From an optimization exercise on the open Yosys and OpenROAD flow, aimed at small area, a short achievable clock period and few clock cycles; shortcuts taken in it are not production practice.
Where RTL was checked, it was by simulation tests only, not by an equivalence proof against the original.

==> inputs of job 752 <==
// asmi_exec
module asmi_exec (
    input  wire        clk,
    input  wire        rst,
    input  wire        policy,        
    input  wire        line_valid,
    output wire        line_ready,
    input  wire        line_eoi,      
    input  wire        line_lbl,      
    input  wire [3:0]  line_err,      
    input  wire [63:0] line_diw,
    output wire        mem_req,
    output wire        mem_we,
    output wire [9:0]  mem_addr,
    output wire [31:0] mem_wdata,
    input  wire [31:0] mem_rdata,
    output wire        print_valid,
    output wire [3:0]  print_idx,
    output wire [31:0] print_val,
    output wire        err_valid,
    output wire [3:0]  err_code,
    output wire [32:0] err_detail,
    output wire        lbl_valid,
    output wire [9:0]  lbl_addr,
    output reg         done,
    output reg  [1:0]  outcome
);
Settings: LEC_CHECK=0, CAP_MARGIN=20, CORE_MARGIN=2, CORE_UTILIZATION=30, PLACE_DENSITY=0.5, SLEW_MARGIN=20; clock period 14.0 ns.
run.sh (not shown) runs the stock make flow with config.mk's settings and CLKGATE_MAP_FILE= SYNTH_SCRIPT=/design/flow/synth_recipe.tcl, a recipe that flattens the netlist after the stock synthesis.
==> job 6089 (differences from job 752) <==
--- a/flow/design.v
+++ b/flow/design.v
@@ -53,27 +53,24 @@
     reg        e_sadd, e_ssh, e_sand, e_sorr, e_seor, e_sbic, e_smov;
     reg        e_inv, e_cin1, e_cinc, e_setc;
     reg        e_shl, e_ror, e_asr;
     reg        ld1_v, ld2_v, buf_v;
     reg [3:0]  ld1_rd, ld2_rd, buf_rd;
     reg [31:0] ld_buf;
     reg        r_print_v, r_err_v, r_lbl_v, r_mreq, r_mwe;
-    reg [3:0]  r_pidx, r_ecode;
+    reg [3:0]  r_code;                
     reg [31:0] r_data;                
-    reg [32:0] r_det;                 
-    reg        rdy_r;                 
-    reg        stall_r;               
-    reg        conflict_r;            
+    reg        r_det32;
     reg [9:0]  r_maddr, r_laddr;
     assign print_valid = r_print_v;
-    assign print_idx   = r_pidx;
+    assign print_idx   = r_code;
     assign print_val   = r_data;
     assign err_valid   = r_err_v;
-    assign err_code    = r_ecode;
-    assign err_detail  = r_det;
+    assign err_code    = r_code;
+    assign err_detail  = {r_det32, r_data};
     assign lbl_valid   = r_lbl_v;
     assign lbl_addr    = r_laddr;
     assign mem_req     = r_mreq;
     assign mem_we      = r_mwe;
     assign mem_addr    = r_maddr;
     assign mem_wdata   = r_data;
     wire [31:0] rf_wd;
@@ -143,19 +140,19 @@
     wire uses_pb  = uses_rd || uses_rm;
     wire [3:0] pb = uses_rd ? d_rd : d_rm;
     wire        lblb    = e_lbld && nla[10];
     wire        ok_nb   = e_v && e_pre_ok && !lblb;
     wire        e_mem   = e_ldr || e_str;
     wire        mul_ph1 = e_v && e_mul && !e_ph2;
     wire        wants_wr = ok_nb && e_wop && !mul_ph1;
-    wire        e_hold  = mul_ph1 || conflict_r;
+    wire        conflict = ld2_v && buf_v && wants_wr;
+    wire        e_hold  = mul_ph1 || conflict;
     wire [31:0] bx  = opB ^ {32{e_inv}};
     wire        cin = e_cin1 || (e_cinc && carry);
-    wire [33:0] sum0 = {1'b0, opA, 1'b1} + {1'b0, bx, cin};
-    wire [32:0] sum  = sum0[33:1];
+    wire [32:0] sum = {1'b0, opA} + {1'b0, bx} + {32'd0, cin};
     wire        cout = sum[32];
     wire        ea_hinz = |sum[31:10];
     wire        oob     = e_negoff ? (cout && ea_hinz) : (cout || ea_hinz);
     wire        ea_keep = !e_negoff || cout;              
     wire        ea32    = !e_negoff && cout;
     wire commit  = ok_nb && !(e_mem && oob) && !e_hold;
     wire e_wr    = ok_nb && e_wop && !e_hold;              
@@ -185,48 +182,48 @@
     wire [31:0] e_res = ({32{e_sadd}} & sum[31:0])
                       | ({32{e_ssh}}  & shres)
                       | ({32{e_sand}} & (opA & opB))
                       | ({32{e_sorr}} & (opA | opB))
                       | ({32{e_seor}} & (opA ^ opB))
                       | ({32{e_sbic}} & (opA & ~opB))
                       | ({32{e_smov}} & opB);
-    wire [31:0] pp [0:15];
-    wire [15:0] bneg;
+    wire [31:0] pp [0:16];
     generate
         for (g = 0; g < 16; g = g + 1) begin : g_booth
             wire b2 = opB[2*g+1];
             wire b1 = opB[2*g];
             wire b0 = (g == 0) ? 1'b0 : opB[2*g-1];
             wire one = b1 ^ b0;
             wire two = (b2 & ~b1 & ~b0) | (~b2 & b1 & b0);
             wire [31:0] m = ({32{one}} & opA) | ({32{two}} & {opA[30:0], 1'b0});
             wire [31:0] mn = m ^ {32{b2}};
-            assign bneg[g] = b2;
-            if (g == 0)
-                assign pp[g] = mn;
-            else if (g < 15)
-                assign pp[g] = {mn[31-2*g:0], 1'b0, bneg[g-1], {(2*g-2){1'b0}}};
-            else
-                assign pp[g] = {mn[1] ^ (mn[0] & bneg[g]), mn[0] ^ bneg[g], 1'b0, bneg[g-1], 28'd0};
+            assign pp[g] = mn << (2*g);
         end
     endgenerate
+    reg [31:0] negs;
+    always @(*) begin
+        negs = 32'd0;
+        for (i = 0; i < 16; i = i + 1)
+            negs[2*i] = opB[2*i+1];
+    end
+    assign pp[16] = negs;
     wire [31:0] t1 [0:11];
     wire [31:0] t2 [0:7];
     wire [31:0] t3 [0:5];
     wire [31:0] t4 [0:3];
     wire [31:0] t5 [0:2];
     wire [31:0] mS, mC;
     generate
         for (g = 0; g < 5; g = g + 1) begin : g_l1
             assign t1[2*g]   = pp[3*g] ^ pp[3*g+1] ^ pp[3*g+2];
             assign t1[2*g+1] = ((pp[3*g] & pp[3*g+1]) | (pp[3*g] & pp[3*g+2]) |
                                 (pp[3*g+1] & pp[3*g+2])) << 1;
         end
         assign t1[10] = pp[15];
-        assign t1[11] = 32'd0;
+        assign t1[11] = pp[16];
         for (g = 0; g < 4; g = g + 1) begin : g_l2
             assign t2[2*g]   = t1[3*g] ^ t1[3*g+1] ^ t1[3*g+2];
             assign t2[2*g+1] = ((t1[3*g] & t1[3*g+1]) | (t1[3*g] & t1[3*g+2]) |
                                 (t1[3*g+1] & t1[3*g+2])) << 1;
         end
         for (g = 0; g < 2; g = g + 1) begin : g_l3
             assign t3[2*g]   = t2[3*g] ^ t2[3*g+1] ^ t2[3*g+2];
@@ -254,49 +251,22 @@
     wire hB_1  = ld1_v && (ld1_rd == pb);
     wire hB_2  = ld2_v && (ld2_rd == pb);
     wire hB_b  = buf_v && (buf_rd == pb);
     wire [31:0] portA = hA_2 ? mem_rdata : hA_b ? ld_buf : rfv[d_rn];
     wire [31:0] portB = hB_2 ? mem_rdata : hB_b ? ld_buf : rfv[pb];
     wire hA_0  = e_v && e_ldr && (e_rd == d_rn);            
     wire hB_0  = e_v && e_ldr && (e_rd == pb);
+    wire d_hazard = (uses_rn && (hA_0 || (!hA_e && hA_1))) ||
+                    (uses_pb && (hB_0 || (!hB_e && hB_1)));
     wire [31:0] nA = (hA_e && !d_zeroA) ? e_res : d_zeroA ? 32'd0 : portA;
     wire [31:0] nB = (hB_e && !d_bimm && !dc_rrx) ? e_res
                    : dc_rrx ? 32'd1 : d_bimm ? d_imm : portB;
     wire [31:0] nC = (hB_e && !dc_label) ? e_res : dc_label ? d_imm : portB;
-    wire d_move = d_v && !stall_r;
-    assign line_ready = rdy_r;
-    wire       n_dv   = rdy_r ? line_valid : (d_v && !d_move);
-    wire [4:0] n_opc  = rdy_r ? line_diw[63:59] : d_opc;
-    wire [3:0] n_rd   = rdy_r ? line_diw[58:55] : d_rd;
-    wire [3:0] n_rn   = rdy_r ? line_diw[54:51] : d_rn;
-    wire [2:0] n_mode = rdy_r ? line_diw[50:48] : d_mode;
-    wire [3:0] n_rm   = rdy_r ? line_diw[35:32] : d_rm;
-    wire n_alu     = (n_opc >= OP_ADD) && (n_opc <= OP_BIC) && (n_opc != OP_RRX);
-    wire n_mem     = (n_opc == OP_LDR) || (n_opc == OP_STR);
-    wire n_uses_rn = n_alu || (n_opc == OP_RRX) || (n_mem && !n_mode[1]);
-    wire n_uses_rd = (n_opc == OP_STR) || (n_opc == OP_PRINT);
-    wire n_uses_rm = (n_alu || n_opc == OP_MOV) && (n_mode == 3'b000);
-    wire [3:0] n_pb = n_uses_rd ? n_rd : n_rm;
-    wire       n_ev   = e_hold ? e_v : d_move;
-    wire       n_eldr = e_hold ? e_ldr : dc_ldr;
-    wire       n_emul = e_hold ? e_mul : (d_opc == OP_MUL);
-    wire       n_ewop = e_hold ? e_wop : (dc_mov || dc_alu || dc_rrx);
-    wire [3:0] n_erd  = e_hold ? e_rd : d_rd;
-    wire       n_eph2 = mul_ph1 || (conflict_r && e_ph2);
-    wire       n_mph1 = n_ev && n_emul && !n_eph2;
-    wire       n_ld1  = e_v && e_ldr && !e_hold;
-    wire       n_ld2  = ld1_v;
-    wire       n_buf  = ld2_v || (buf_v && !drain);
-    wire       n_conf = n_ld2 && n_buf && n_ev && n_ewop && !n_mph1;
-    wire n_hz = (n_uses_rn && ((n_ev && n_eldr && n_erd == n_rn) || (n_ld1 && e_rd == n_rn))) ||
-                ((n_uses_rd || n_uses_rm) &&
-                 ((n_ev && n_eldr && n_erd == n_pb) || (n_ld1 && e_rd == n_pb)));
-    wire n_stall = n_hz || n_mph1 || n_conf;
-    wire n_done  = done || (e_v && !e_hold && (e_eoi || e_exit ||
-                            (batch && (!e_pre_ok || lblb || e_mem))));
+    wire d_move = d_v && !d_hazard && !e_hold;
+    assign line_ready = !done && (!d_v || d_move);
     wire drain = buf_v && !e_wr;
     assign rf_we = e_wr || drain;
     assign rf_wa = e_wr ? e_rd : buf_rd;
     assign rf_wd = e_wr ? e_res : ld_buf;
     wire ld2_live = ld2_v && !(e_wr && e_rd == ld2_rd);
     always @(posedge clk) begin
         rst_r <= rst;
@@ -312,15 +282,15 @@
             d_rm    <= line_diw[35:32];
             d_imm   <= line_diw[31:0];
         end
         if (mul_ph1) begin
             opA   <= mS;
             opB   <= mC;
             e_ph2 <= 1'b1;
-        end else if (!conflict_r) begin
+        end else if (!(e_v && conflict)) begin
             e_ph2 <= 1'b0;
             if (d_move) begin
                 e_rd     <= d_rd;
                 opA      <= nA;
                 opB      <= nB;
                 opC      <= nC;
                 e_pre_ok <= d_pre_ok;
@@ -354,18 +324,17 @@
         r_print_v <= commit && e_print;
         r_lbl_v   <= commit && e_lbld;
         r_err_v   <= fault;
         r_mreq    <= commit && (e_mem || e_labd);
         r_mwe     <= e_str || e_labd;
         r_maddr   <= e_labd ? nla[9:0] : sum[9:0] & {10{ea_keep}};
         r_laddr   <= nla[9:0];
-        r_pidx    <= e_rd;
-        r_ecode   <= fcode;
-        r_data    <= opC;
-        r_det     <= bounds ? {ea32, sum[31:0] & {32{ea_keep}}} : 33'd0;
+        r_code    <= fault ? fcode : e_rd;
+        r_data    <= !fault ? opC : bounds ? (sum[31:0] & {32{ea_keep}}) : 32'd0;
+        r_det32   <= fault && bounds && ea32;
         if (commit && e_lbld)
             nla <= nla + 11'd1;
         if (commit && e_setc)
             carry <= cout;
         ld1_v  <= commit && e_ldr;
         ld1_rd <= e_rd;
         ld2_v  <= ld1_v && !(e_wr && e_rd == ld1_rd);
@@ -374,17 +343,14 @@
             ld_buf <= mem_rdata;
             buf_rd <= ld2_rd;
             buf_v  <= 1'b1;
         end else if (drain || (e_wr && e_rd == buf_rd))
             buf_v  <= 1'b0;
         if (!e_hold)
             e_v <= d_move;
-        stall_r    <= n_stall;
-        conflict_r <= n_conf;
-        rdy_r      <= !n_done && (!n_dv || !n_stall);
         if (line_ready)
             d_v <= line_valid;
         else if (d_move)
             d_v <= 1'b0;
         if (finish_ok) begin
             done    <= 1'b1;
             outcome <= 2'd1;
@@ -401,17 +367,14 @@
             carry     <= 1'b0;
             nla       <= 11'd0;
             done      <= 1'b0;
             outcome   <= 2'd0;
             d_v       <= 1'b0;
             e_v       <= 1'b0;
             e_ph2     <= 1'b0;
-            stall_r   <= 1'b0;
-            conflict_r <= 1'b0;
-            rdy_r     <= 1'b1;
             ld1_v     <= 1'b0;
             ld2_v     <= 1'b0;
             buf_v     <= 1'b0;
             r_print_v <= 1'b0;
             r_err_v   <= 1'b0;
             r_lbl_v   <= 1'b0;
             r_mreq    <= 1'b0;
==> run notes <==
Core area: 0.200 mm²
Crit path launch: opB[10]
WL per Instance: 31.6 µm
Compound-Gate Fraction of Synth Area: 23.6%
Die width: 452 µm
N_taps: 2656
Inverter count: 313
Met2 GRT Util: 41.5%
Worst setup path endpoint: opA[31]
Status: no timing/DRC/antenna violations
Number of synthesized flops with an enable pin: 715
Post-synth cell types: 105
[end of results for job 752]
==> run notes <==
Status: no timing/DRC/antenna violations
N_taps: 2640
Number of synthesized flops with an enable pin: 735
WL per Instance: 32.4 µm
Met2 GRT Util: 41.2%
Compound-Gate Fraction of Synth Area: 24.5%
Core area: 0.198 mm²
Crit path launch: d_opc[1]
Die width: 451 µm
[end of results for job 6089]
Testbench counts of job 752, summed over its fixed seeds: cycles 10,925.
The RTL of job 6089 was laid out without a check of its function.

[re-timing with driven ports]
How much do the figures lean on ideal ports? The routed layouts below were timed once more, with nothing changed but the port constraints. Step 1 assumes that a clkbuf_16 drives the clock port and a buf_2 every other input. Step 2 moves the port delays by t, midway between the first and last clock arrival at a register: inputs arrive t later, outputs are due t later. That takes back most of the time a late clock gives input paths. a / b / c = ideal ports / drivers / drivers and shift; a / b = the first two.
| run | t, ns | setup WS [ns] | hold slack, ns |
|---|---|---|---|
| job 752 | 0.825 | 6.938 / 6.938 / 6.938 | 0.339 / 0.339 / 0.339 |
| job 6089 | 0.787 | 6.432 / 6.348 / 7.135 | 0.436 / 0.436 / 0.436 |
After both steps setup and hold are still met in every run listed.
